Background: an optimization exercise with open tools, aiming at small area. Do not read the settings as production practice.
The RTL was checked by simulation tests, not by an equivalence proof against the original design.
Power and IR drop assume default switching activity.

[flow/run.sh]
#!/bin/bash
# The standard layout with three changes: port buffers from the smallest
# buffer cell, a clock tree of clkbuf_8 without dummy loads, and the
# floorplan's combinational cells set to their smallest drive strength before
# placement (the later repair steps size up what timing needs).
set -euo pipefail
export BUFFER_PORTS_ARGS="-buffer_cell sky130_fd_sc_hd__buf_1"
export CTS_ARGS="-sink_clustering_enable -repair_clock_nets -dont_use_dummy_load -buf_list sky130_fd_sc_hd__clkbuf_8"
bash standard.sh floorplan > standard_floorplan.log 2>&1
export DS_DB="orfs/results/${FLOW_PLATFORM}/rgbvm_core/base/2_floorplan.odb"
export DS_DONT_USE="$(make -s -f - print-dont-use <<'MK' 2>/dev/null || true
include config.mk
print-dont-use: ; @echo $(DONT_USE_CELLS)
MK
)"
openroad -no_init -exit flow/downsize.tcl > downsize.log 2>&1
bash standard.sh finish > standard_finish.log 2>&1
[flow/downsize.tcl]
# Swap each combinational cell of the floorplan for the smallest cell of its
# family (same function and pins, lower drive strength). Flip-flops, clock
# cells and tap cells keep their masters. Later repair steps size cells up
# again where timing, slew or capacitance call for it.
read_db $::env(DS_DB)
set db [ord::get_db]
set block [ord::get_db_block]
set dont_use [split $::env(DS_DONT_USE)]
set swapped 0
set saved 0
foreach inst [$block getInsts] {
    set master [$inst getMaster]
    set name [$master getName]
    if {![regexp {^(sky130_fd_sc_hd__[a-z0-9]+)_([0-9]+)$} $name -> base drive]} {
        continue
    }
    if {[regexp {__(df|edf|sdf|dl|sdl|clk|tap|fill|decap|conb|diode|lpflow|probe)} $base]} {
        continue
    }
    set best $master
    foreach d {0 1 2 4} {
        set cand [$db findMaster ${base}_$d]
        if {$cand == "NULL" || $cand eq ""} { continue }
        if {[lsearch -exact $dont_use [$cand getName]] >= 0} { continue }
        if {[$cand getWidth] < [$best getWidth]} { set best $cand }
    }
    if {$best ne $master} {
        incr saved [expr {[$master getWidth] - [$best getWidth]}]
        $inst swapMaster $best
        incr swapped
    }
}
puts "downsize: swapped $swapped cells, width saved $saved dbu"
write_db $::env(DS_DB)
[standard.sh]
#!/bin/bash
# synth_recipe.tcl (not shown) runs the flow's synth.tcl, then flattens the netlist and writes it again
# the make line also repeats each setting of config.mk as NAME=value (left out here)
make -C /OpenROAD-flow-scripts/flow DESIGN_CONFIG=/design/flow/config.mk WORK_HOME=/design/flow/orfs CLKGATE_MAP_FILE= SYNTH_SCRIPT=/design/flow/synth_recipe.tcl "${@:-finish}"
[config.mk]
export PLATFORM = sky130hd
export DESIGN_NAME = rgbvm_core
export DESIGN_NICKNAME = rgbvm_core
export VERILOG_FILES = /design/flow/design.v
export SDC_FILE = /design/flow/constraint.sdc
export NUM_CORES = 4
export LEC_CHECK = 0
export ABC_AREA = 1
export CAP_MARGIN = 20
export CORE_MARGIN = 2
export CORE_UTILIZATION = 40
export SLEW_MARGIN = 20
[constraint.sdc]
create_clock -name core_clock -period 9.5 [get_ports {clk}]
set_input_delay 1.9000 -clock core_clock [delete_from_list [all_inputs] [get_ports {clk}]]
set_output_delay 1.9000 -clock core_clock [all_outputs]
set_load 0.01 [all_outputs]
[design.v]
module rgbvm_core (
    input  wire        clk,
    input  wire        rst,
    input  wire        start,
    input  wire [31:0] entry_ip,
    input  wire [16:0] entry_sp,
    input  wire [16:0] stack_top,
    input  wire [16:0] stack_low,
    input  wire        budget_en,
    input  wire [31:0] budget,
    output wire        busy,
    output reg         done,
    output wire [2:0]  status,
    output wire [31:0] res_ip,
    output wire [16:0] res_sp,
    output wire [31:0] res_count,
    output reg         mem_en,
    output reg         mem_we,
    output wire [15:0] mem_addr,
    output wire [7:0]  mem_wdata,
    input  wire [7:0]  mem_rdata,
    output wire        call_req,
    output wire [7:0]  call_id,
    output wire [16:0] call_sp,
    input  wire        call_ack,
    input  wire        call_ok,
    output wire        out_req,
    output wire [7:0]  out_data,
    input  wire        out_ack,
    input  wire        out_ok
);
    localparam [2:0] ST_HALTED    = 3'd0;
    localparam [2:0] ST_INVALIDOP = 3'd1;
    localparam [2:0] ST_OVERFLOW  = 3'd2;
    localparam [2:0] ST_UNDERFLOW = 3'd3;
    localparam [2:0] ST_DIVZERO   = 3'd4;
    localparam [2:0] ST_INVCALL   = 3'd5;
    localparam [2:0] ST_OOB       = 3'd6;
    localparam [2:0] ST_YIELDED   = 3'd7;
    localparam [7:0] OP_NOOP  = 8'h00, OP_PUSH  = 8'h01, OP_POP   = 8'h02,
                     OP_PC8   = 8'h03, OP_PC16  = 8'h04, OP_PC32  = 8'h05,
                     OP_DUP   = 8'h06, OP_SWAP  = 8'h07, OP_POP8  = 8'h08,
                     OP_PUSH8 = 8'h09, OP_CONS  = 8'h0A, OP_OUT   = 8'h0E,
                     OP_HALT  = 8'h0F, OP_ADD   = 8'h10, OP_SUB   = 8'h11,
                     OP_MUL   = 8'h12, OP_DIV   = 8'h13, OP_MOD   = 8'h14,
                     OP_INV   = 8'h15, OP_ABS   = 8'h16, OP_ADD8  = 8'h17,
                     OP_JRNZ  = 8'h20, OP_JRZ   = 8'h21, OP_JR    = 8'h22,
                     OP_CALL  = 8'h23, OP_EQ    = 8'h30, OP_NEQ   = 8'h31,
                     OP_LT    = 8'h32, OP_BT    = 8'h33, OP_LTE   = 8'h34,
                     OP_BTE   = 8'h35, OP_SIN   = 8'h40, OP_COS   = 8'h41;
    localparam [4:0] S_IDLE  = 5'd24;
    localparam [4:0] S_FETCH = 5'd0,    
                     S_DEC   = 5'd1,    
                     S_OPND  = 5'd2,    
                     S_SEXT  = 5'd3,    
                     S_CHK   = 5'd4,    
                     S_LD    = 5'd5,    
                     S_RMW   = 5'd6,    
                     S_COPY  = 5'd7,    
                     S_WR    = 5'd8,    
                     S_CMP   = 5'd9,   
                     S_CLR   = 5'd10,   
                     S_SGN   = 5'd11,   
                     S_MPASS = 5'd12,   
                     S_DTRY  = 5'd13,   
                     S_DRST  = 5'd14,   
                     S_SHL   = 5'd15,   
                     S_HOST  = 5'd16,   
                     S_IPA   = 5'd17,   
                     S_IPB   = 5'd18,   
                     S_CNT   = 5'd19,   
                     S_SGN0  = 5'd20,   
                     S_CHK2  = 5'd21,   
                     S_XCH   = 5'd22,   
                     S_XBK   = 5'd23;   
    reg [4:0]  state;
    reg [31:0] ip;
    reg [16:0] sp;
    reg [31:0] count;
    reg [6:0]  op;        
    reg [31:0] R;
    reg [1:0]  i;         
    reg        ph;        
    wire [4:0] k = ip[21:17];
    reg        c;         
    reg        z;         
    wire       pm = ip[22];    
    wire       fa = ip[23];    
    wire       fb = ip[24];    
    wire       mb = ip[25];    
    assign res_ip    = ip;
    assign res_sp    = sp;
    assign res_count = count;
    assign busy      = !(state[4] && state[3]);
    assign status    = state[2:0];
    function op_valid(input [7:0] o);
        case (o)
            OP_NOOP, OP_PUSH, OP_POP, OP_PC8, OP_PC16, OP_PC32, OP_DUP, OP_SWAP,
            OP_POP8, OP_PUSH8, OP_CONS, OP_OUT, OP_HALT,
            OP_ADD, OP_SUB, OP_MUL, OP_DIV, OP_MOD, OP_INV, OP_ABS, OP_ADD8,
            OP_JRNZ, OP_JRZ, OP_JR, OP_CALL,
            OP_EQ, OP_NEQ, OP_LT, OP_BT, OP_LTE, OP_BTE, OP_SIN, OP_COS:
                op_valid = 1'b1;
            default: op_valid = 1'b0;
        endcase
    endfunction
    function [2:0] op_len(input [7:0] o);
        case (o)
            OP_PUSH, OP_POP, OP_POP8, OP_PUSH8, OP_PC16: op_len = 3'd3;
            OP_PC8, OP_ADD8, OP_JRNZ, OP_JRZ, OP_JR, OP_CALL: op_len = 3'd2;
            OP_PC32: op_len = 3'd5;
            default: op_len = 3'd1;
        endcase
    endfunction
    function [18:0] add18(input [17:0] a, input [17:0] b, input ci);    
        integer n;
        reg cy;
        begin
            cy = ci;
            for (n = 0; n < 18; n = n + 1) begin
                add18[n] = a[n] ^ b[n] ^ cy;
                cy = (a[n] & b[n]) | (cy & (a[n] ^ b[n]));
            end
            add18[18] = cy;
        end
    endfunction
    function lt17(input [16:0] a, input [16:0] b);
        integer n;
        reg l;
        begin
            l = 1'b0;
            for (n = 0; n < 17; n = n + 1)
                l = (~a[n] & b[n]) | (~(a[n] ^ b[n]) & l);
            lt17 = l;
        end
    endfunction
    wire [7:0] opc = {1'b0, op};
    wire is_bin = (opc == OP_SWAP) || (opc == OP_ADD) || (opc == OP_SUB) ||
                  (opc == OP_MUL) || (opc == OP_DIV) || (opc == OP_MOD) ||
                  (opc == OP_EQ) || (opc == OP_NEQ) || (opc == OP_LT) ||
                  (opc == OP_BT) || (opc == OP_LTE) || (opc == OP_BTE);
    wire need1  = (opc == OP_POP) || (opc == OP_POP8) || (opc == OP_CONS) ||
                  (opc == OP_DUP) || (opc == OP_INV) || (opc == OP_ABS) ||
                  (opc == OP_ADD8) || (opc == OP_JRNZ) || (opc == OP_JRZ) ||
                  (opc == OP_SIN) || (opc == OP_COS) || (opc == OP_OUT) || is_bin;
    wire room   = (opc == OP_PUSH) || (opc == OP_PUSH8) || (opc == OP_PC8) ||
                  (opc == OP_PC16) || (opc == OP_PC32) || (opc == OP_DUP);
    wire pops   = (opc == OP_POP) || (opc == OP_POP8) || (opc == OP_CONS) ||
                  (opc == OP_OUT) || (opc == OP_JRNZ) || (opc == OP_JRZ) ||
                  (is_bin && opc != OP_SWAP);
    wire is_div = (opc == OP_DIV) || (opc == OP_MOD);
    wire [2:0]  len = op_len(opc);
    wire [15:0] ea  = R[31:16];
    wire        chk_doob  = ((opc == OP_PUSH) || (opc == OP_POP)) && (&ea[15:2]) && (ea[1:0] != 2'b00);
    wire        via_ea    = (opc == OP_PUSH) || (opc == OP_POP) || (opc == OP_PUSH8) || (opc == OP_POP8);
    wire [18:0] ea_ds = add18({15'd0, ea[2:0]}, {15'd0, ~sp[2:0]}, 1'b1);
    wire [2:0]  ea_d = ea_ds[2:0];
    wire        bwd  = (opc == OP_POP) ? (ea_d == 3'd1 || ea_d == 3'd2 || ea_d == 3'd3)
                                       : (ea_d == 3'd5 || ea_d == 3'd6 || ea_d == 3'd7);
    localparam [2:0] A_0 = 3'd0, A_R = 3'd1, A_SH = 3'd2, A_S8 = 3'd3, A_LEN = 3'd4, A_M = 3'd5,
                     A_SIN = 3'd6;
    localparam [2:0] B_0 = 3'd0, B_M = 3'd1, B_SIN = 3'd2, B_IP = 3'd3, B_CNT = 3'd4;
    reg  [2:0] asel, bsl;
    reg        ia, ib;
    reg  [7:0] a_v, b_v;
    wire       i0 = (i == 2'd0);
    wire [7:0] sin_idx = {R[31] ^ (R[30] & op[0]), R[30] ^ op[0], R[29:24]};
    wire [18:0] sin_ng = add18({12'd0, ~sin_idx[5:0]}, 18'd0, 1'b1);
    wire [5:0] sin_m   = sin_idx[6] ? sin_ng[5:0] : sin_idx[5:0];
    wire       sin_64  = sin_idx[6] && (sin_idx[5:0] == 6'd0);
    wire       sin_h   = sin_idx[7] && (sin_idx[6:0] != 7'd0);
    wire [4:0] sin_e;
    rgbvm_sin_e u_sin (.m(sin_m), .e(sin_e));
    reg        cx;
    always @(*) begin
        case (asel)
            A_R:     a_v = R[7:0];
            A_SH:    a_v = {R[6:0], pm};
            A_S8:    a_v = i0 ? R[31:24] : {8{R[31]}};
            A_LEN:   a_v = i0 ? {5'd0, len} : 8'd0;
            A_M:     a_v = mem_rdata;
            A_SIN:   a_v = (i0 && !sin_64) ? {1'b1, sin_m, 1'b0} : 8'd0;
            default: a_v = 8'd0;
        endcase
        case (bsl)
            B_M:     b_v = mem_rdata;
            B_SIN:   b_v = !i0 ? 8'd0 : sin_64 ? 8'hFF : {3'd0, sin_e};
            B_IP:    b_v = ip[7:0];
            B_CNT:   b_v = count[7:0];
            default: b_v = 8'd0;
        endcase
    end
    wire [18:0] alu_s = add18({10'd0, a_v ^ {8{ia}}}, {10'd0, b_v ^ {8{ib}}}, c | cx);
    wire [8:0] alu   = alu_s[8:0];
    wire [7:0] alu_o = alu[7:0];
    wire       alu_c = alu[8];
    wire lt_n = (mem_rdata[7] != R[7]) ? mem_rdata[7] : alu_o[7];
    wire z_n  = z && (alu_o == 8'd0);
    reg  cmp_res;
    always @(*) begin
        case (opc)
            OP_EQ:   cmp_res = z_n;
            OP_NEQ:  cmp_res = !z_n;
            OP_LT:   cmp_res = lt_n;
            OP_BT:   cmp_res = !lt_n && !z_n;
            OP_LTE:  cmp_res = lt_n || z_n;
            default: cmp_res = !lt_n;
        endcase
    end
    wire taken = (opc == OP_JR) || (opc == OP_JRNZ && !z) || (opc == OP_JRZ && z);
    wire [7:0] bud = budget[8*i +: 8];
    wire       ip_dn = (state == S_IPB) && R[31];
    wire [1:0] ip_up = (alu_c == ip_dn) ? {ip[31], ip[16]} :
                       alu_c ? {ip[16], !ip[16]} : {!ip[16], !ip[16]};
    wire last = (i == 2'd3);
    wire [1:0] i_inc = {i[1] ^ i[0], ~i[0]};
    wire [18:0] k_ds = add18({13'd0, k}, 18'h3FFFF, 1'b0);
    wire [4:0] k_dec = k_ds[4:0];
    assign call_req = (state == S_HOST) && (opc == OP_CALL);
    assign out_req  = (state == S_HOST) && (opc == OP_OUT);
    assign call_id  = R[31:24];
    assign out_data = R[31:24];
    assign call_sp  = sp;
    assign mem_wdata = alu_o;
    reg        b_ip, nos, spo;
    reg [1:0]  oj;
    wire [3:0]  off  = spo ? {room, 3'b100} :
                       {1'b0, nos, oj};
    wire [17:0] adr_b = b_ip ? {2'b00, ip[15:0]} : {1'b0, sp};
    wire [18:0] adr_l = add18({15'd0, adr_b[2:0]}, {15'd0, off[2:0]}, state == S_OPND);    
    reg  [17:0] adr;
    reg         adr_t;
    integer     an;
    always @(*) begin
        adr[2:0] = adr_l[2:0];
        adr_t    = adr_l[3] ^ off[3];
        for (an = 3; an < 18; an = an + 1) begin
            adr[an] = adr_b[an] ^ adr_t;
            adr_t   = adr_t & (adr_b[an] ^ off[3]);
        end
    end
    assign mem_addr = adr[15:0];
    wire        sp_eq     = (adr[16:2] == stack_top[16:2]);
    wire        sp_low    = lt17(sp, stack_low);
    always @(*) begin
        mem_en = 1'b0;
        mem_we = 1'b0;
        b_ip   = 1'b0;
        spo    = 1'b0;
        nos    = is_bin;
        oj     = i;
        asel   = A_0;
        bsl    = B_M;
        ia     = 1'b0;
        ib     = 1'b0;
        cx     = 1'b0;
        case (state)
            S_FETCH: begin
                mem_en = !(budget_en && z) && (ip[31:16] == 16'd0);
                b_ip   = 1'b1;
                oj     = 2'd0;
                nos    = 1'b0;
            end
            S_OPND: begin
                mem_en = !ph;
                b_ip   = 1'b1;
            end
            S_SEXT: begin
                bsl = B_0;
                ia  = R[31];
            end
            S_LD: begin
                mem_en = !ph;
                nos    = 1'b0;
            end
            S_RMW: begin
                mem_en = 1'b1;
                mem_we = ph;
                case (opc)
                    OP_ADD:  asel = A_R;
                    OP_SUB:  begin asel = A_R; ia = 1'b1; end
                    OP_ADD8: asel = A_S8;
                    OP_INV:  ib = 1'b1;
                    OP_ABS:  ib = fa;
                    default: ib = (k == 5'd0) ? fa : (fa ^ fb);    
                endcase
            end
            S_COPY: begin
                mem_en = 1'b1;
                mem_we = ph;
                oj     = i ^ {2{bwd}};
                nos    = 1'b0;
                case (opc)
                    OP_PUSH:  b_ip = !ph;
                    OP_POP:   b_ip = ph;
                    OP_POP8:  b_ip = ph;
                    OP_PUSH8: begin
                        b_ip = !ph;
                        if (!i0) bsl = B_0;
                    end
                    default: nos = !ph;    
                endcase
                if (opc != OP_PUSH && opc != OP_POP) oj = i;
            end
            S_WR: begin
                mem_en = 1'b1;
                mem_we = 1'b1;
                bsl    = B_0;
                if (opc == OP_MOD) ia = fa;
                if (opc == OP_SIN || opc == OP_COS) begin
                    asel = A_SIN;
                    bsl  = B_SIN;
                    ia   = i0 && sin_h;
                    ib   = i0 && sin_h;
                    cx   = i0 && sin_h;
                end else if (!(opc == OP_EQ || opc == OP_NEQ || opc == OP_LT ||
                               opc == OP_BT || opc == OP_LTE || opc == OP_BTE))
                    asel = A_R;
            end
            S_CMP: begin
                mem_en = !ph;
                asel   = A_R;
                ia     = 1'b1;
            end
            S_SGN, S_SGN0: begin
                mem_en = !ph;
                oj     = 2'd3;
            end
            S_MPASS: begin
                mem_en = !ph;
                nos    = 1'b0;
                asel   = A_SH;
                if (!mb) bsl = B_0;
            end
            S_DTRY: begin
                mem_en = !ph;
                nos    = 1'b0;
                asel   = A_SH;
                ib     = !fb;
            end
            S_DRST: begin
                mem_en = !ph;
                nos    = 1'b0;
                asel   = A_R;
                ib     = fb;
            end
            S_SHL: begin
                mem_en = 1'b1;
                mem_we = ph;
                asel   = A_M;
            end
            S_CLR: bsl = B_0;
            S_IPA: begin
                asel = A_LEN;
                bsl  = B_IP;
                spo  = 1'b1;
            end
            S_IPB: begin
                asel = A_S8;
                bsl  = B_IP;
            end
            S_CNT: bsl = B_CNT;
            S_CHK: begin
                oj  = 2'd0;
                nos = 1'b0;
            end
            S_CHK2: begin
                spo = !ph;      
                nos = 1'b1;
                oj  = 2'd0;
            end
            S_XCH: begin
                if (i[1]) asel = A_R;
                else      bsl  = B_IP;
                if (i[1]) bsl  = B_0;
            end
            S_XBK: begin
                asel = A_R;
                bsl  = B_0;
            end
            default: ;
        endcase
    end
    task automatic finish(input [2:0] code);
        begin
            done   <= 1'b1;
            state  <= {2'b11, code};
        end
    endtask
    task automatic pass(input [4:0] st, input cinit);
        begin
            state <= st;
            i     <= 2'd0;
            ph    <= 1'b0;
            c     <= cinit;
        end
    endtask
    task automatic dispatch;
        begin
                        z <= 1'b1;
                        case (opc)
                            OP_NOOP, OP_HALT, OP_CONS, OP_JR: pass(S_IPA, 1'b0);
                            OP_CALL: state <= S_HOST;
                            OP_PUSH, OP_POP, OP_POP8, OP_PUSH8: pass(S_XCH, 1'b0);
                            OP_DUP: pass(S_COPY, 1'b0);
                            OP_PC8, OP_PC16, OP_PC32: pass(S_WR, 1'b0);
                            OP_INV: pass(S_RMW, 1'b1);
                            OP_ABS: pass(S_SGN0, 1'b0);
                            OP_ADD8: pass(S_RMW, 1'b0);
                            OP_MUL: pass(S_CLR, 1'b0);
                            default: pass(S_LD, 1'b0);   
                        endcase
        end
    endtask
    task automatic shift_r;
        R <= {alu_o, R[31:8]};
    endtask
    always @(posedge clk) begin
        if (rst) begin
            state <= S_IDLE;
            done  <= 1'b0;
        end else begin
            done <= 1'b0;
            case (state)
                S_IDLE, 5'd25, 5'd26, 5'd27, 5'd28, 5'd29, 5'd30, 5'd31: begin
                    if (start) begin
                        ip    <= entry_ip;
                        sp    <= entry_sp;
                        count <= 32'hFFFFFFFF;    
                        op    <= OP_NOOP[6:0];
                        z     <= 1'b1;
                        pass(S_CNT, 1'b1);
                    end
                end
                S_FETCH: begin
                    if (budget_en && z)
                        finish(ST_YIELDED);
                    else if (ip[31:16] != 16'd0)
                        finish(ST_OOB);
                    else
                        state <= S_DEC;
                end
                S_DEC: begin
                    op <= mem_rdata[6:0];
                    i  <= 2'd0;
                    c  <= 1'b0;
                    ph <= 1'b0;
                    if (!op_valid(mem_rdata))
                        finish(ST_INVALIDOP);
                    else if ((&ip[15:2]) && (op_len(mem_rdata) == 3'd5 ||
                             (op_len(mem_rdata) == 3'd3 && ip[1]) ||
                             (op_len(mem_rdata) == 3'd2 && ip[1] && ip[0])))
                        finish(ST_OOB);
                    else if (op_len(mem_rdata) == 3'd1)
                        state <= S_CHK;
                    else
                        state <= S_OPND;
                end
                S_OPND: begin
                    ph <= !ph;
                    if (ph) begin
                        shift_r;
                        i  <= i_inc;
                        if ((len == 3'd2 && i == 2'd0) || (len == 3'd3 && i == 2'd1) || (len == 3'd5 && i == 2'd3))
                            state <= (opc == OP_PC8 || opc == OP_PC16) ? S_SEXT : S_CHK;
                    end
                end
                S_SEXT: begin
                    shift_r;
                    i <= i_inc;
                    if (last)
                        state <= S_CHK;
                end
                S_CHK: begin
                    if (need1 && sp_eq)
                        finish(ST_OVERFLOW);
                    else
                        state <= S_CHK2;
                end
                S_CHK2: begin
                    if (!ph) begin
                        if (is_bin && sp_eq)
                            finish(ST_OVERFLOW);
                        else if (room) begin
                            sp <= adr[16:0];
                            z  <= adr[17];       
                            ph <= 1'b1;
                        end else if (chk_doob)
                            finish(ST_OOB);
                        else
                            dispatch;
                    end else begin
                        if (z || sp_low) begin
                            sp <= adr[16:0];
                            finish(ST_UNDERFLOW);
                        end else if (chk_doob) begin
                            sp <= adr[16:0];
                            finish(ST_OOB);
                        end else
                            dispatch;
                    end
                end
                S_LD: begin
                    ph <= !ph;
                    if (ph) begin
                        if (opc != OP_JRNZ && opc != OP_JRZ)
                            shift_r;
                        if (mem_rdata != 8'd0) z <= 1'b0;
                        if (is_div)
                            ip[24] <= mem_rdata[7];
                        i  <= i_inc;
                        if (last || opc == OP_OUT || opc == OP_SIN || opc == OP_COS) begin
                            case (opc)
                                OP_OUT: state <= S_HOST;
                                OP_SIN, OP_COS: pass(S_WR, 1'b0);
                                OP_JRNZ, OP_JRZ: pass(S_IPA, 1'b0);
                                OP_SWAP: pass(S_COPY, 1'b0);
                                OP_ADD: pass(S_RMW, 1'b0);
                                OP_SUB: pass(S_RMW, 1'b1);
                                OP_DIV, OP_MOD: begin
                                    if (z && mem_rdata == 8'd0)
                                        finish(ST_DIVZERO);
                                    else
                                        pass(S_SGN0, 1'b0);
                                end
                                default: begin
                                    pass(S_CMP, 1'b1);
                                    z <= 1'b1;
                                end
                            endcase
                        end
                    end
                end
                S_SGN0: begin
                    ph <= !ph;
                    if (ph) begin
                        ip[23] <= mem_rdata[7];
                        pass(S_RMW, mem_rdata[7]);
                    end
                end
                S_SGN: begin
                    ph <= !ph;
                    if (ph) begin
                        ip[25] <= mem_rdata[7];
                        ip[22] <= (opc == OP_MUL) ? 1'b0 : mem_rdata[7];
                        if (opc == OP_MUL)
                            pass(S_MPASS, 1'b0);
                        else
                            pass(S_DTRY, !fb);
                    end
                end
                S_RMW: begin
                    ph <= !ph;
                    if (ph) begin
                        c <= alu_c;
                        if (opc == OP_ADD || opc == OP_SUB)
                            shift_r;
                        i <= i_inc;
                        if (last) begin
                            if (is_div && k == 5'd0)    
                                pass(S_CLR, 1'b0);
                            else
                                pass(S_IPA, 1'b0);
                        end
                    end
                end
                S_COPY: begin
                    ph <= !ph;
                    if (ph) begin
                        i <= i_inc;
                        if (last || opc == OP_POP8) begin
                            if (opc == OP_SWAP)
                                pass(S_WR, 1'b0);
                            else if (via_ea)
                                pass(S_XBK, 1'b0);
                            else
                                pass(S_IPA, 1'b0);
                        end
                    end
                end
                S_WR: begin
                    if (!(opc == OP_SIN || opc == OP_COS))
                        c <= alu_c;
                    shift_r;
                    i <= i_inc;
                    if (last)
                        pass(S_IPA, 1'b0);
                end
                S_CMP: begin
                    ph <= !ph;
                    if (ph) begin
                        c <= alu_c;
                        shift_r;
                        z <= z_n;
                        i <= i_inc;
                        if (last)
                            pass(S_WR, cmp_res);
                    end
                end
                S_CLR: begin
                    shift_r;
                    i <= i_inc;
                    ip[21:17] <= 5'd31;
                    if (last)
                        pass(S_SGN, 1'b0);
                end
                S_MPASS, S_DTRY, S_DRST: begin
                    ph <= !ph;
                    if (ph) begin
                        c  <= alu_c;
                        ip[22] <= R[7];
                        shift_r;
                        i  <= i_inc;
                        if (last) begin
                            if (state == S_MPASS)
                                pass(S_SHL, 1'b0);
                            else if (state == S_DTRY && !alu_c)
                                pass(S_DRST, fb);
                            else
                                pass(S_SHL, state == S_DTRY);
                        end
                    end
                end
                S_SHL: begin
                    ph <= !ph;
                    if (ph) begin
                        c <= alu_c;
                        i <= i_inc;
                        if (last) begin
                            ip[21:17] <= k_dec;
                            if (k == 5'd0) begin
                                if (opc == OP_DIV)
                                    pass(S_RMW, fa ^ fb);
                                else
                                    pass(S_WR, (opc == OP_MOD) && fa);
                            end else
                                pass(S_SGN, 1'b0);
                        end
                    end
                end
                S_XCH: begin
                    shift_r;
                    ip[15:0] <= {alu_o, ip[15:8]};
                    i <= i_inc;
                    if (last)
                        pass(S_COPY, 1'b0);
                end
                S_XBK: begin
                    shift_r;
                    ip[15:0] <= {alu_o, ip[15:8]};
                    i <= i_inc;
                    if (i[0])
                        pass(S_IPA, 1'b0);
                end
                S_HOST: begin
                    if ((call_req && call_ack) || (out_req && out_ack)) begin
                        if ((call_req && call_ok) || (out_req && out_ok))
                            pass(S_IPA, 1'b0);
                        else
                            finish(ST_INVCALL);
                    end
                end
                S_IPA, S_IPB: begin
                    if (state == S_IPA && i0 && pops)
                        sp <= adr[16:0];
                    ip[15:0] <= {alu_o, ip[15:8]};
                    c <= alu_c;
                    i <= i_inc;
                    if (i[0]) begin
                        ip[16]    <= ip_up[0];
                        ip[31:17] <= {15{ip_up[1]}};
                        if (state == S_IPA && taken)
                            pass(S_IPB, 1'b0);
                        else begin
                            pass(S_CNT, 1'b1);
                            z <= 1'b1;
                        end
                    end
                end
                S_CNT: begin
                    count <= {alu_o, count[31:8]};
                    c <= alu_c;
                    i <= i_inc;
                    if (alu_o != bud) z <= 1'b0;
                    if (last) begin
                        if (opc == OP_HALT)
                            finish(ST_HALTED);
                        else
                            state <= S_FETCH;
                    end
                end
            endcase
        end
    end
endmodule
module rgbvm_sin_rom (
    input  wire [7:0] idx,
    output reg  [7:0] val
);
    always @(*) begin
        case (idx)
            8'd0: val = 8'd128;
            8'd1: val = 8'd131;
            8'd2: val = 8'd134;
            8'd3: val = 8'd137;
            8'd4: val = 8'd140;
            8'd5: val = 8'd143;
            8'd6: val = 8'd146;
            8'd7: val = 8'd149;
            8'd8: val = 8'd152;
            8'd9: val = 8'd155;
            8'd10: val = 8'd158;
            8'd11: val = 8'd162;
            8'd12: val = 8'd165;
            8'd13: val = 8'd167;
            8'd14: val = 8'd170;
            8'd15: val = 8'd173;
            8'd16: val = 8'd176;
            8'd17: val = 8'd179;
            8'd18: val = 8'd182;
            8'd19: val = 8'd185;
            8'd20: val = 8'd188;
            8'd21: val = 8'd190;
            8'd22: val = 8'd193;
            8'd23: val = 8'd196;
            8'd24: val = 8'd198;
            8'd25: val = 8'd201;
            8'd26: val = 8'd203;
            8'd27: val = 8'd206;
            8'd28: val = 8'd208;
            8'd29: val = 8'd211;
            8'd30: val = 8'd213;
            8'd31: val = 8'd215;
            8'd32: val = 8'd218;
            8'd33: val = 8'd220;
            8'd34: val = 8'd222;
            8'd35: val = 8'd224;
            8'd36: val = 8'd226;
            8'd37: val = 8'd228;
            8'd38: val = 8'd230;
            8'd39: val = 8'd232;
            8'd40: val = 8'd234;
            8'd41: val = 8'd235;
            8'd42: val = 8'd237;
            8'd43: val = 8'd238;
            8'd44: val = 8'd240;
            8'd45: val = 8'd241;
            8'd46: val = 8'd243;
            8'd47: val = 8'd244;
            8'd48: val = 8'd245;
            8'd49: val = 8'd246;
            8'd50: val = 8'd248;
            8'd51: val = 8'd249;
            8'd52: val = 8'd250;
            8'd53: val = 8'd250;
            8'd54: val = 8'd251;
            8'd55: val = 8'd252;
            8'd56: val = 8'd253;
            8'd57: val = 8'd253;
            8'd58: val = 8'd254;
            8'd59: val = 8'd254;
            8'd60: val = 8'd254;
            8'd61: val = 8'd255;
            8'd62: val = 8'd255;
            8'd63: val = 8'd255;
            8'd64: val = 8'd255;
            8'd65: val = 8'd255;
            8'd66: val = 8'd255;
            8'd67: val = 8'd255;
            8'd68: val = 8'd254;
            8'd69: val = 8'd254;
            8'd70: val = 8'd254;
            8'd71: val = 8'd253;
            8'd72: val = 8'd253;
            8'd73: val = 8'd252;
            8'd74: val = 8'd251;
            8'd75: val = 8'd250;
            8'd76: val = 8'd250;
            8'd77: val = 8'd249;
            8'd78: val = 8'd248;
            8'd79: val = 8'd246;
            8'd80: val = 8'd245;
            8'd81: val = 8'd244;
            8'd82: val = 8'd243;
            8'd83: val = 8'd241;
            8'd84: val = 8'd240;
            8'd85: val = 8'd238;
            8'd86: val = 8'd237;
            8'd87: val = 8'd235;
            8'd88: val = 8'd234;
            8'd89: val = 8'd232;
            8'd90: val = 8'd230;
            8'd91: val = 8'd228;
            8'd92: val = 8'd226;
            8'd93: val = 8'd224;
            8'd94: val = 8'd222;
            8'd95: val = 8'd220;
            8'd96: val = 8'd218;
            8'd97: val = 8'd215;
            8'd98: val = 8'd213;
            8'd99: val = 8'd211;
            8'd100: val = 8'd208;
            8'd101: val = 8'd206;
            8'd102: val = 8'd203;
            8'd103: val = 8'd201;
            8'd104: val = 8'd198;
            8'd105: val = 8'd196;
            8'd106: val = 8'd193;
            8'd107: val = 8'd190;
            8'd108: val = 8'd188;
            8'd109: val = 8'd185;
            8'd110: val = 8'd182;
            8'd111: val = 8'd179;
            8'd112: val = 8'd176;
            8'd113: val = 8'd173;
            8'd114: val = 8'd170;
            8'd115: val = 8'd167;
            8'd116: val = 8'd165;
            8'd117: val = 8'd162;
            8'd118: val = 8'd158;
            8'd119: val = 8'd155;
            8'd120: val = 8'd152;
            8'd121: val = 8'd149;
            8'd122: val = 8'd146;
            8'd123: val = 8'd143;
            8'd124: val = 8'd140;
            8'd125: val = 8'd137;
            8'd126: val = 8'd134;
            8'd127: val = 8'd131;
            8'd128: val = 8'd128;
            8'd129: val = 8'd124;
            8'd130: val = 8'd121;
            8'd131: val = 8'd118;
            8'd132: val = 8'd115;
            8'd133: val = 8'd112;
            8'd134: val = 8'd109;
            8'd135: val = 8'd106;
            8'd136: val = 8'd103;
            8'd137: val = 8'd100;
            8'd138: val = 8'd97;
            8'd139: val = 8'd93;
            8'd140: val = 8'd90;
            8'd141: val = 8'd88;
            8'd142: val = 8'd85;
            8'd143: val = 8'd82;
            8'd144: val = 8'd79;
            8'd145: val = 8'd76;
            8'd146: val = 8'd73;
            8'd147: val = 8'd70;
            8'd148: val = 8'd67;
            8'd149: val = 8'd65;
            8'd150: val = 8'd62;
            8'd151: val = 8'd59;
            8'd152: val = 8'd57;
            8'd153: val = 8'd54;
            8'd154: val = 8'd52;
            8'd155: val = 8'd49;
            8'd156: val = 8'd47;
            8'd157: val = 8'd44;
            8'd158: val = 8'd42;
            8'd159: val = 8'd40;
            8'd160: val = 8'd37;
            8'd161: val = 8'd35;
            8'd162: val = 8'd33;
            8'd163: val = 8'd31;
            8'd164: val = 8'd29;
            8'd165: val = 8'd27;
            8'd166: val = 8'd25;
            8'd167: val = 8'd23;
            8'd168: val = 8'd21;
            8'd169: val = 8'd20;
            8'd170: val = 8'd18;
            8'd171: val = 8'd17;
            8'd172: val = 8'd15;
            8'd173: val = 8'd14;
            8'd174: val = 8'd12;
            8'd175: val = 8'd11;
            8'd176: val = 8'd10;
            8'd177: val = 8'd9;
            8'd178: val = 8'd7;
            8'd179: val = 8'd6;
            8'd180: val = 8'd5;
            8'd181: val = 8'd5;
            8'd182: val = 8'd4;
            8'd183: val = 8'd3;
            8'd184: val = 8'd2;
            8'd185: val = 8'd2;
            8'd186: val = 8'd1;
            8'd187: val = 8'd1;
            8'd188: val = 8'd1;
            8'd189: val = 8'd0;
            8'd190: val = 8'd0;
            8'd191: val = 8'd0;
            8'd192: val = 8'd0;
            8'd193: val = 8'd0;
            8'd194: val = 8'd0;
            8'd195: val = 8'd0;
            8'd196: val = 8'd1;
            8'd197: val = 8'd1;
            8'd198: val = 8'd1;
            8'd199: val = 8'd2;
            8'd200: val = 8'd2;
            8'd201: val = 8'd3;
            8'd202: val = 8'd4;
            8'd203: val = 8'd5;
            8'd204: val = 8'd5;
            8'd205: val = 8'd6;
            8'd206: val = 8'd7;
            8'd207: val = 8'd9;
            8'd208: val = 8'd10;
            8'd209: val = 8'd11;
            8'd210: val = 8'd12;
            8'd211: val = 8'd14;
            8'd212: val = 8'd15;
            8'd213: val = 8'd17;
            8'd214: val = 8'd18;
            8'd215: val = 8'd20;
            8'd216: val = 8'd21;
            8'd217: val = 8'd23;
            8'd218: val = 8'd25;
            8'd219: val = 8'd27;
            8'd220: val = 8'd29;
            8'd221: val = 8'd31;
            8'd222: val = 8'd33;
            8'd223: val = 8'd35;
            8'd224: val = 8'd37;
            8'd225: val = 8'd40;
            8'd226: val = 8'd42;
            8'd227: val = 8'd44;
            8'd228: val = 8'd47;
            8'd229: val = 8'd49;
            8'd230: val = 8'd52;
            8'd231: val = 8'd54;
            8'd232: val = 8'd57;
            8'd233: val = 8'd59;
            8'd234: val = 8'd62;
            8'd235: val = 8'd65;
            8'd236: val = 8'd67;
            8'd237: val = 8'd70;
            8'd238: val = 8'd73;
            8'd239: val = 8'd76;
            8'd240: val = 8'd79;
            8'd241: val = 8'd82;
            8'd242: val = 8'd85;
            8'd243: val = 8'd88;
            8'd244: val = 8'd90;
            8'd245: val = 8'd93;
            8'd246: val = 8'd97;
            8'd247: val = 8'd100;
            8'd248: val = 8'd103;
            8'd249: val = 8'd106;
            8'd250: val = 8'd109;
            8'd251: val = 8'd112;
            8'd252: val = 8'd115;
            8'd253: val = 8'd118;
            8'd254: val = 8'd121;
            8'd255: val = 8'd124;
            default: val = 8'd0;
        endcase
    end
endmodule
module rgbvm_sin_e (
    input  wire [5:0] m,
    output reg  [4:0] e
);
    always @(*) begin
        case (m)
            6'd0: e = 5'd0;
            6'd1: e = 5'd1;
            6'd2: e = 5'd2;
            6'd3: e = 5'd3;
            6'd4: e = 5'd4;
            6'd5: e = 5'd5;
            6'd6: e = 5'd6;
            6'd7: e = 5'd7;
            6'd8: e = 5'd8;
            6'd9: e = 5'd9;
            6'd10: e = 5'd10;
            6'd11: e = 5'd12;
            6'd12: e = 5'd13;
            6'd13: e = 5'd13;
            6'd14: e = 5'd14;
            6'd15: e = 5'd15;
            6'd16: e = 5'd16;
            6'd17: e = 5'd17;
            6'd18: e = 5'd18;
            6'd19: e = 5'd19;
            6'd20: e = 5'd20;
            6'd21: e = 5'd20;
            6'd22: e = 5'd21;
            6'd23: e = 5'd22;
            6'd24: e = 5'd22;
            6'd25: e = 5'd23;
            6'd26: e = 5'd23;
            6'd27: e = 5'd24;
            6'd28: e = 5'd24;
            6'd29: e = 5'd25;
            6'd30: e = 5'd25;
            6'd31: e = 5'd25;
            6'd32: e = 5'd26;
            6'd33: e = 5'd26;
            6'd34: e = 5'd26;
            6'd35: e = 5'd26;
            6'd36: e = 5'd26;
            6'd37: e = 5'd26;
            6'd38: e = 5'd26;
            6'd39: e = 5'd26;
            6'd40: e = 5'd26;
            6'd41: e = 5'd25;
            6'd42: e = 5'd25;
            6'd43: e = 5'd24;
            6'd44: e = 5'd24;
            6'd45: e = 5'd23;
            6'd46: e = 5'd23;
            6'd47: e = 5'd22;
            6'd48: e = 5'd21;
            6'd49: e = 5'd20;
            6'd50: e = 5'd20;
            6'd51: e = 5'd19;
            6'd52: e = 5'd18;
            6'd53: e = 5'd16;
            6'd54: e = 5'd15;
            6'd55: e = 5'd14;
            6'd56: e = 5'd13;
            6'd57: e = 5'd11;
            6'd58: e = 5'd10;
            6'd59: e = 5'd8;
            6'd60: e = 5'd6;
            6'd61: e = 5'd5;
            6'd62: e = 5'd3;
            6'd63: e = 5'd1;
            default: e = 5'd0;
        endcase
    end
endmodule
==> impl_metrics.py, run 1 <==
metrics = {
    "worst_setup_path": {
        "critPathKind": "reg -> out",
        "timing.rr.start": "state[0]",
        "r2r_cells": 31,
        "cp-end-kind": "output pin",
        "crit_path_max_fanout": 7,
        "cp-start-kind": "flip-flop",
        "arrival_ps": 6940,
        "reg2reg_slack_ps": 1500,
        "crit_required_ps": 7600,
        "reg2reg_to": "z",
    },
    "grt": {
        "grt_pass1_wl_mm": 70.2,
        "grt_max_degree": 35,
        "first_global_vias": 11300,
        "grt_overflow": 0,
        "grtUsageTotal_pct": 32.5,
        "antenna_found_initial": 0,
    },
    "timing": {
        "drv_slew": 0,
        "timing.hold.ws_ps": 411,
        "relSlewSlack_pct": 24.0,
        "tns_ps": 0,
        "hold_viol_final": 0,
        "fmax_mhz": 113,
        "fin_crit_ps": 8840,
        "skew_ps": 44.4,
        "setup_viol": 0,
        "rsz0062_at_grt": "false",
        "timing.final.crit_share_pct": 93.1,
        "max_slew.worst_pin.slew_ps": 1130,
    },
    "synth": {
        "ys_top_cells_by_count": "nand2_1, inv_1, nor2_1",
        "postSynth.asyncResetShare_pct": 0,
        "syn_inst": 1540,
        "yosysWarnings": 2,
        "yosysMostFrequentCell": "nand2_1",
        "synth.ff_latch_count": 131,
        "seq_area_frac_synth_pct": 34.1,
        "synthFlopType": "edfxtp_1",
        "avgSynthCellArea_sq_um": 7.37,
        "synth_top_area_cell": "edfxtp_1",
        "syn-num-nets": 1717,
        "synth_area_leaders": "edfxtp_1, nand2_1, inv_1",
        "syn_area_sq_mm": 0.0114,
        "ys_types": 74,
        "synth_edf_count": 125,
        "synth_top_area_share_pct": 33.1,
    },
    "layout": {
        "diodes": 0,
        "syn_to_final_growth_pct": 11.1,
        "nFillCells": 2976,
        "multi_input_area_sq_mm": 0.00591,
        "num-nets-final": 1960,
        "drive_gt1_share_pct": 4.83,
        "ff_latch_area_sq_mm": 0.00387,
    },
    "route": {
        "routedWlPerCell_microns": 22.7,
        "drtAntennaViolNets": 0,
        "vias_per_cell": 5.63,
        "detail_route.iter0.violations": 1252,
        "vias": 12200,
        "wirelength_mm": 49.0,
        "drt_first_pass_iters": 5,
        "drcViolationCount": 0,
    },
    "cts": {
        "cts_tree": "built",
        "cts_max_level": 4,
        "clkSinkCount": 131,
        "clkLatencyLatePin_ps": 470,
        "cts-root-buf": "clkbuf_8",
        "cts_resized": 0,
        "cts_hold_buf": 0,
        "clkSlewWorstSetupHoldPaths_ps": 90,
        "cts_made_buffers": 17,
        "postCtsSetupRepairBufs": 0,
        "clockBufferDepth": 2,
    },
    "pwr": {
        "power_density_mw_per_mm2": 299,
        "worst_ir_drop_vdd_mv": 0.229,
        "p_leak_nw": 5.15,
    },
    "placed_design": {
        "gp_congestion": 0.989,
        "dp_hpwl_mm": 39.4,
        "io_buffers": 275,
    },
    "die": {
        "initial_core_util_pct": 40.8,
        "core_area_sq_mm": 0.0279,
        "die_y_microns": 172,
        "dieArea_sq_mm": 0.0298,
        "ioPinCount": 278,
        "die_x_microns": 172,
        "num_rows": 61,
    },
    "worst_hold_path": {
        "worstHoldStart": "R[11]",
        "whs_path_depth": 0,
        "holdPathEnd": "R[3]",
        "hold_class": "reg -> reg",
    },
    "flow_run": {
        "maxCapViolations": 0,
    },
    "outcome": {
        "run_status": "timing/DRC/antenna clean",
    },
}
## critical path, stage by stage (launching register included)
cell	delay, ps
dfxtp_1	460
nand2_1	140
nor2_1	130
inv_1	160
nor2_1	440
inv_1	320
nand2_1	150
nor2_1	70
o2111ai_1	210
nand2_1	120
a21oi_1	420
o21ai_0	200
o211ai_1	120
a221oi_1	80
xor2_1	180
fa_1	450
fa_1	390
fa_1	380
fa_1	400
fa_1	380
inv_1	80
fa_1	180
fa_1	180
inv_1	60
fa_1	590
buf_1	180
## state kept, by name (all words and copies together), names as in the netlist, 2 cells and up
name and count:
op 7, count 32, ip 32, i 2
R 32, state 5, sp 17
## metal layers
| metal | GRT usage, % | share of wire (%) | up-vias |
|---|---|---|---|
| met1 | 43.0 | 42 | 5761 |
| met5 | 0 | 0 | - |
| met4 | 13.2 | 4.1 | 0 |
| met2 | 52.6 | 46 | 644 |
| li1 | - | - | 5656 |
| met3 | 5.65 | 8.0 | 93 |
## how the worst max path moves through the flow
stage                              end      from  depth (start not counted)  slack, ps
final                     mem_wdata[7]  state[0]                         25        660
after global routing      mem_wdata[7]  state[1]                         26        340
after CTS                 mem_wdata[7]     R[25]                         24        790
after detailed placement  mem_wdata[7]     R[25]                         24       1230
after global placement    mem_wdata[7]     R[25]                         24       1260
after floorplan                   R[0]       rst                          3       1770
## where the power goes
part / total [mW] / switching [mW] / internal, mW / leakage [nW]
Clock: 0.386 / 0.228 / 0.158 / 0.122
Combinational: 2.37 / 1.67 / 0.701 / 3.91
Sequential: 1.02 / 0.161 / 0.858 / 1.12
## cells by family (layout without fill, tap and decap cells)
group	after synthesis	in the layout	share of synthesized area, %
xor+xnor	38	38	3.12
flops	131	131	34.1
buf+inv	316	557	12.2
compound gates	282	282	16.1
simple gates	727	727	28.6
fa+ha+maj	46	46	5.86
## placed cells by master (no fill, tap or decap), types with 20 or more instances in the layout
cell	instances
ha_1	34
nand2_1	315
o21ai_0	88
buf_1	275
inv_1	223
nand4_1	30
nor2_1	209
nand3_1	72
nor4_1	24
o2111ai_1	20
a21oi_1	67
or2_2	28
nor3_1	38
buf_4	24
edfxtp_1	125
xor2_1	28
## stage by stage
| stage | cell area [sq um] | power, mW | setup slack [ps] | std cells | util (%) |
|---|---|---|---|---|---|
| detailed placement | 12400 | 3.35 | 1230 | 2142 | 44.4 |
| CTS | 12600 | 3.75 | 791 | 2159 | 45.3 |
| finish | 12600 | 3.77 | 658 | 2159 | 45.3 |
| global route | 12600 | 4.03 | 339 | 2159 | 45.3 |
| global placement | 12400 | 3.35 | 1260 | 2142 | 44.4 |
| floorplan | 11400 | 2.56 | 1770 | 1540 | - |
## layout make-up
| class | count | share of cell area [%] |
|---|---|---|
| Sequential cell | 131 | 30.7 |
| Multi-Input combinational cell | 1093 | 46.9 |
| Tap cell | 378 | 3.75 |
| Clock buffer | 17 | 1.85 |
| Inverter | 241 | 7.21 |
| Timing Repair Buffer | 299 | 9.61 |
==> run 2, diff against run 1 <==
--- a/design.v
+++ b/design.v
@@ -81,3 +81,3 @@
     reg [31:0] R;
-    reg [1:0]  i;         
+    reg [2:0]  i;         
     reg        ph;        
@@ -165,4 +165,4 @@
     reg  [7:0] a_v, b_v;
-    wire       i0 = (i == 2'd0);
-    wire [7:0] sin_idx = {R[31] ^ (R[30] & op[0]), R[30] ^ op[0], R[29:24]};
+    wire       i0 = (i[1:0] == 2'd0);
+    wire [7:0] sin_idx = {mem_rdata[7] ^ (mem_rdata[6] & op[0]), mem_rdata[6] ^ op[0], mem_rdata[5:0]};
     wire [18:0] sin_ng = add18({12'd0, ~sin_idx[5:0]}, 18'd0, 1'b1);
@@ -210,3 +210,3 @@
     wire taken = (opc == OP_JR) || (opc == OP_JRNZ && !z) || (opc == OP_JRZ && z);
-    wire [7:0] bud = budget[8*i +: 8];
+    wire [7:0] bud = budget[8*i[1:0] +: 8];
     wire       ip_dn = (state == S_IPB) && R[31];
@@ -214,4 +214,4 @@
                        alu_c ? {ip[16], !ip[16]} : {!ip[16], !ip[16]};
-    wire last = (i == 2'd3);
-    wire [1:0] i_inc = {i[1] ^ i[0], ~i[0]};
+    wire last = (i[1:0] == 2'd3);
+    wire [2:0] i_inc = {i[2] ^ (i[1] & i[0]), i[1] ^ i[0], ~i[0]};
     wire [18:0] k_ds = add18({13'd0, k}, 18'h3FFFF, 1'b0);
@@ -227,19 +227,7 @@
     wire [3:0]  off  = spo ? {room, 3'b100} :
-                       {1'b0, nos, oj};
-    wire [17:0] adr_b = b_ip ? {2'b00, ip[15:0]} : {1'b0, sp};
-    wire [18:0] adr_l = add18({15'd0, adr_b[2:0]}, {15'd0, off[2:0]}, state == S_OPND);    
-    reg  [17:0] adr;
-    reg         adr_t;
-    integer     an;
-    always @(*) begin
-        adr[2:0] = adr_l[2:0];
-        adr_t    = adr_l[3] ^ off[3];
-        for (an = 3; an < 18; an = an + 1) begin
-            adr[an] = adr_b[an] ^ adr_t;
-            adr_t   = adr_t & (adr_b[an] ^ off[3]);
-        end
-    end
+                       (state == S_OPND) ? {1'b0, i} : {1'b0, nos, oj};
+    wire [17:0] adr   = (b_ip ? {2'b00, ip[15:0]} : {1'b0, sp}) + {{14{off[3]}}, off};
     assign mem_addr = adr[15:0];
     wire        sp_eq     = (adr[16:2] == stack_top[16:2]);
-    wire        sp_low    = lt17(sp, stack_low);
+    wire        chk_under = room && (adr[17] || lt17(adr[16:0], stack_low));
     always @(*) begin
@@ -250,3 +238,3 @@
         nos    = is_bin;
-        oj     = i;
+        oj     = i[1:0];
         asel   = A_0;
@@ -282,2 +270,9 @@
                     OP_ADD8: asel = A_S8;
+                    OP_SIN, OP_COS: begin
+                        asel = A_SIN;
+                        bsl  = B_SIN;
+                        ia   = i0 && sin_h;
+                        ib   = i0 && sin_h;
+                        cx   = i0 && sin_h;
+                    end
                     OP_INV:  ib = 1'b1;
@@ -290,3 +285,3 @@
                 mem_we = ph;
-                oj     = i ^ {2{bwd}};
+                oj     = i[1:0] ^ {2{bwd}};
                 nos    = 1'b0;
@@ -302,3 +297,3 @@
                 endcase
-                if (opc != OP_PUSH && opc != OP_POP) oj = i;
+                if (opc != OP_PUSH && opc != OP_POP) oj = i[1:0];
             end
@@ -309,10 +304,4 @@
                 if (opc == OP_MOD) ia = fa;
-                if (opc == OP_SIN || opc == OP_COS) begin
-                    asel = A_SIN;
-                    bsl  = B_SIN;
-                    ia   = i0 && sin_h;
-                    ib   = i0 && sin_h;
-                    cx   = i0 && sin_h;
-                end else if (!(opc == OP_EQ || opc == OP_NEQ || opc == OP_LT ||
-                               opc == OP_BT || opc == OP_LTE || opc == OP_BTE))
+                if (!(opc == OP_EQ || opc == OP_NEQ || opc == OP_LT ||
+                      opc == OP_BT || opc == OP_LTE || opc == OP_BTE))
                     asel = A_R;
@@ -366,7 +355,3 @@
             end
-            S_CHK2: begin
-                spo = !ph;      
-                nos = 1'b1;
-                oj  = 2'd0;
-            end
+            S_CHK2: spo = 1'b1;
             S_XCH: begin
@@ -392,3 +377,3 @@
             state <= st;
-            i     <= 2'd0;
+            i     <= 3'd0;
             ph    <= 1'b0;
@@ -397,19 +382,2 @@
     endtask
-    task automatic dispatch;
-        begin
-                        z <= 1'b1;
-                        case (opc)
-                            OP_NOOP, OP_HALT, OP_CONS, OP_JR: pass(S_IPA, 1'b0);
-                            OP_CALL: state <= S_HOST;
-                            OP_PUSH, OP_POP, OP_POP8, OP_PUSH8: pass(S_XCH, 1'b0);
-                            OP_DUP: pass(S_COPY, 1'b0);
-                            OP_PC8, OP_PC16, OP_PC32: pass(S_WR, 1'b0);
-                            OP_INV: pass(S_RMW, 1'b1);
-                            OP_ABS: pass(S_SGN0, 1'b0);
-                            OP_ADD8: pass(S_RMW, 1'b0);
-                            OP_MUL: pass(S_CLR, 1'b0);
-                            default: pass(S_LD, 1'b0);   
-                        endcase
-        end
-    endtask
     task automatic shift_r;
@@ -444,3 +412,3 @@
                     op <= mem_rdata[6:0];
-                    i  <= 2'd0;
+                    i  <= 3'd1;
                     c  <= 1'b0;
@@ -463,3 +431,3 @@
                         i  <= i_inc;
-                        if ((len == 3'd2 && i == 2'd0) || (len == 3'd3 && i == 2'd1) || (len == 3'd5 && i == 2'd3))
+                        if (i_inc == len)
                             state <= (opc == OP_PC8 || opc == OP_PC16) ? S_SEXT : S_CHK;
@@ -470,3 +438,3 @@
                     i <= i_inc;
-                    if (last)
+                    if (i == 3'd4)
                         state <= S_CHK;
@@ -480,22 +448,24 @@
                 S_CHK2: begin
-                    if (!ph) begin
-                        if (is_bin && sp_eq)
-                            finish(ST_OVERFLOW);
-                        else if (room) begin
-                            sp <= adr[16:0];
-                            z  <= adr[17];       
-                            ph <= 1'b1;
-                        end else if (chk_doob)
-                            finish(ST_OOB);
-                        else
-                            dispatch;
-                    end else begin
-                        if (z || sp_low) begin
-                            sp <= adr[16:0];
-                            finish(ST_UNDERFLOW);
-                        end else if (chk_doob) begin
+                    if (is_bin && sp_eq)
+                        finish(ST_OVERFLOW);
+                    else if (chk_under)
+                        finish(ST_UNDERFLOW);
+                    else if (chk_doob)
+                        finish(ST_OOB);
+                    else begin
+                        if (room)
                             sp <= adr[16:0];
-                            finish(ST_OOB);
-                        end else
-                            dispatch;
+                        z <= 1'b1;
+                        case (opc)
+                            OP_NOOP, OP_HALT, OP_CONS, OP_JR: pass(S_IPA, 1'b0);
+                            OP_CALL: state <= S_HOST;
+                            OP_PUSH, OP_POP, OP_POP8, OP_PUSH8: pass(S_XCH, 1'b0);
+                            OP_DUP: pass(S_COPY, 1'b0);
+                            OP_PC8, OP_PC16, OP_PC32: pass(S_WR, 1'b0);
+                            OP_INV: pass(S_RMW, 1'b1);
+                            OP_ABS: pass(S_SGN0, 1'b0);
+                            OP_ADD8, OP_SIN, OP_COS: pass(S_RMW, 1'b0);
+                            OP_MUL: pass(S_CLR, 1'b0);
+                            default: pass(S_LD, 1'b0);   
+                        endcase
                     end
@@ -511,6 +481,5 @@
                         i  <= i_inc;
-                        if (last || opc == OP_OUT || opc == OP_SIN || opc == OP_COS) begin
+                        if (last || opc == OP_OUT) begin
                             case (opc)
                                 OP_OUT: state <= S_HOST;
-                                OP_SIN, OP_COS: pass(S_WR, 1'b0);
                                 OP_JRNZ, OP_JRZ: pass(S_IPA, 1'b0);
@@ -554,3 +523,4 @@
                     if (ph) begin
-                        c <= alu_c;
+                        if (!(opc == OP_SIN || opc == OP_COS))
+                            c <= alu_c;
                         if (opc == OP_ADD || opc == OP_SUB)
@@ -581,4 +551,3 @@
                 S_WR: begin
-                    if (!(opc == OP_SIN || opc == OP_COS))
-                        c <= alu_c;
+                    c <= alu_c;
                     shift_r;
@@ -663,3 +632,3 @@
                 S_IPA, S_IPB: begin
-                    if (state == S_IPA && i0 && pops)
+                    if (state == S_IPA && i == 3'd0 && pops)
                         sp <= adr[16:0];
==> flow/run.sh (replaced) <==
#!/bin/bash
set -euo pipefail
export BUFFER_PORTS_ARGS="-buffer_cell sky130_fd_sc_hd__buf_1"
export CTS_ARGS="-sink_clustering_enable -repair_clock_nets -dont_use_dummy_load -buf_list sky130_fd_sc_hd__clkbuf_8"
bash standard.sh finish > standard_flow.log 2>&1
removed: flow/downsize.tcl
==> run 2 against run 1 <==
Largest power group unchanged. Via count up 0.12%. Register-to-register slack lost 100 ps. Highest routed layer unchanged. Critical endpoint unchanged. Critical path depth increased by 3. Sequential cell count grew 1.
==> impl_metrics.py, run 2 <==
metrics = {
    "placed_design": {
        "place_ws_ps": -184,
        "dp_hpwl_mm": 37.5,
        "io_buffers": 275,
        "gp_congestion": 1.01,
        "numPlacedInstances": 2178,
    },
    "timing": {
        "drv_slew": 0,
        "setup_slack_ps": 271,
        "tns_ps": 0,
        "fin_crit_ps": 9230,
        "setup_viol": 0,
        "timing.final.crit_share_pct": 97.1,
        "hold_viol_final": 0,
        "rsz0062_at_grt": "false",
        "relSlewSlack_pct": 31.5,
        "skew_ps": 42.8,
        "max_slew.worst_pin.slew_ps": 1030,
        "timing.hold.ws_ps": 421,
        "fmax_mhz": 108,
    },
    "route": {
        "wirelength_mm": 46.4,
        "detail_route.iter0.violations": 1036,
        "vias_per_cell": 5.54,
        "drtAntennaViolNets": 0,
        "drt_first_pass_iters": 5,
        "vias": 12200,
        "routedWlPerCell_microns": 21.1,
        "drcViolationCount": 0,
    },
    "pwr": {
        "worst_ir_drop_vdd_mv": 0.181,
        "power_density_mw_per_mm2": 287,
        "internal_power_mw": 1.83,
        "p_leak_nw": 5.50,
        "power_frac_comb_pct": 63.8,
        "swShare_pct": 52.3,
        "p_clk_share_pct": 9.6,
        "pwr-share-seq_pct": 26.6,
        "power_switching_mw": 2.01,
    },
    "worst_setup_path": {
        "cp-startpoint": "mem_rdata[0]",
        "cp-start-kind": "input pin",
        "timing.rr.start": "state[0]",
        "arrival_ps": 7330,
        "cp-end-kind": "output pin",
        "crit_required_ps": 7600,
        "crit_path_max_fanout": 4,
        "critPathKind": "in -> out",
    },
    "cts": {
        "clkLatencyLatePin_ps": 490,
        "cts_made_buffers": 17,
        "cts_hold_buf": 0,
        "clkSinkCount": 132,
        "clkSlewWorstSetupHoldPaths_ps": 60,
        "cts_tree": "built",
        "cts_max_level": 4,
        "clockBufferDepth": 2,
        "cts-root-buf": "clkbuf_8",
    },
    "layout": {
        "reg_top3": "R (32), count (32), ip (32)",
        "final_common_cell": "nand2_1",
        "final_cell_mix": "nand2_1, buf_1, inv_1, nor2_1, edfxtp_1",
        "syn_to_final_growth_pct": 17.1,
        "layout.cells.non_filler": 2198,
        "nFillCells": 2877,
        "multi_input_area_sq_mm": 0.00632,
        "num-nets-final": 2015,
        "utilization_pct": 47.9,
        "drive_gt1_share_pct": 10.3,
        "ff_latch_area_sq_mm": 0.00390,
        "diodes": 0,
    },
    "grt": {
        "grt_pass1_wl_mm": 69.0,
        "grtUsageTotal_pct": 30.6,
        "met1_usage_pct": 40.0,
        "grt_max_degree": 36,
        "use_met2_pct": 48.7,
        "first_global_vias": 11700,
        "antenna_found_initial": 0,
        "grtUsageMet3_pct": 6.33,
        "grt_busiest_layer": "met2",
        "grt_overflow": 0,
    },
    "synth": {
        "syn_inst": 1529,
        "syn_area_sq_mm": 0.0114,
        "seq_area_frac_synth_pct": 34.1,
        "syn-num-nets": 1722,
        "synth_area_leaders": "edfxtp_1, nand2_1, inv_1",
        "synthFlopType": "edfxtp_1",
        "avgSynthCellArea_sq_um": 7.49,
        "ys_top_cells_by_count": "nand2_1, inv_1, nor2_1",
        "yosysWarnings": 2,
        "synth_edf_count": 126,
        "synth.ff_latch_count": 132,
        "postSynth.asyncResetShare_pct": 0,
        "ys_types": 61,
        "yosysMostFrequentCell": "nand2_1",
        "synth_top_area_share_pct": 33.1,
        "synth_top_area_cell": "edfxtp_1",
    },
    "die": {
        "num_rows": 61,
        "ioPinCount": 278,
        "dieArea_sq_mm": 0.0300,
        "die_x_microns": 173,
        "die_y_microns": 173,
        "initial_core_util_pct": 40.9,
        "core_area_sq_mm": 0.0280,
    },
    "worst_hold_path": {
        "hold_class": "reg -> reg",
        "worstHoldStart": "R[13]",
    },
    "outcome": {
        "run_status": "timing/DRC/antenna clean",
    },
    "flow_run": {
        "maxCapViolations": 0,
    },
}
-- run 2: cell count changes in the layout (fill, tap and decap cells not counted), sizes merged, moves of 6 or more --
cell / change
a2111oi: +7
ha: +18
nand2: -23
a211oi: +8
a31oi: -6
nor2: -15
o311ai: -6
mux2: +6
inv: -8
nand3: -24
a21oi: +8
xnor2: +11
buf: +52
-- run 2: per-layer routing --
metal,wire [microns],up-vias,part of all wire (%)
li1,-,5759,-
met1,19600,5687,42
met2,21100,634,45
met3,3890,89,8.4
met4,1900,0,4.1
met5,0,-,0
-- run 2: through the flow --
stage	area, sq um	total power, mW
after CTS	13300	3.79
after global routing	13400	4.09
after global placement	13100	3.38
final	13400	3.84
after floorplan	11400	2.47
after detailed placement	13100	3.40
-- run 2: path summary, 6_finish.rpt --
path	depth (start not counted)	slack, ps	to
worst min-delay path	0	420	R[5]
worst max-delay path	28	270	mem_wdata[7]
worst max register to register	35	1400	c
worst min register to register	0	420	R[5]
-- run 2: cells by family (layout without fill, tap and decap cells) --
group / Yosys count / count (layout) / share of synthesized area, %
adder cells (fa/ha/maj): 62 / 62 / 7.43
XOR/XNOR: 43 / 43 / 3.55
AO/OA/AOI/OAI: 302 / 302 / 17.1
AND/OR/NAND/NOR: 675 / 675 / 25.7
buffers and inverters: 309 / 600 / 11.5
flip-flops: 132 / 132 / 34.1
multiplexers: 6 / 6 / 0.590
-- run 2: what timing repair did --
action / 4_1_cts / 5_1_grt
setup buffers: 0 / 3
pin swaps: 1 / 5
endpoints found under the setup margin: 1 / 1
gates resized for setup: 9 / 14
-- run 2: cell type report --
class / instances / area share [%]
Multi-Input combinational cell: 1088 / 47.1
Clock buffer: 17 / 1.75
Sequential cell: 132 / 29.1
Inverter: 232 / 6.49
Tap cell: 378 / 3.53
Timing Repair Buffer: 351 / 12.0
-- run 2: power groups by stage --
stage               registers [mW]  clock network [mW]  logic [mW]
floorplan                    0.988                   0        1.49
global placement              1.03                   0        2.35
detailed placement            1.03                   0        2.36
CTS                           1.02               0.374        2.39
global route                  1.04               0.389        2.66
finish                        1.02               0.368        2.45
-- run 2: critical path, stage by stage --
cell and delay [ps]:
buf_1 90, inv_1 60, ha_1 210, ha_1 180, ha_1 180, ha_1 270, nand2_1 60, o21ai_2 80
inv_1 110, buf_4 140, buf_4 110, a2111oi_0 450, a311oi_2 70, buf_4 160, nand2_1 70, a221oi_2 60
o21ai_1 120, xnor2_1 110, fa_2 370, fa_2 350, fa_2 340, fa_2 340, fa_2 340, fa_1 360
inv_1 80, fa_1 450, inv_2 100, buf_2 130

-- re-timing with driven ports --
How much do the figures lean on ideal ports? The routed layouts below were timed once more, with nothing changed but the port constraints.
Step 1: set_driving_cell puts a clkbuf_16 on clk and a buf_2 on each other input, an assumption about the parent block.
Step 2 times the ports against the registers' clock, not the clock port: input delays grow and output delays shrink by t, the midpoint of the rising clock arrivals with the driver on.
a / b / c = no drivers / after step 1 / after step 2; a / b = the first two.
run	shift t [ns]	slack for setup (ns)	hold WS [ns]	latest minus earliest clock arrival (ns)	slew at the worst register clock pin (ns)
run 1	0.495	0.658 / 0.610 / 1.106	0.411 / 0.411 / 0.411	0.044 / 0.045	0.10 / 0.10
run 2	0.519	0.271 / 0.246 / 0.246	0.421 / 0.421 / 0.421	0.050 / 0.050	0.10 / 0.10
After both steps setup and hold are still met in every run listed. The setup slack of run 2, which loses most, moves by -0.025 ns with the drivers and by -0.025 ns with both steps.
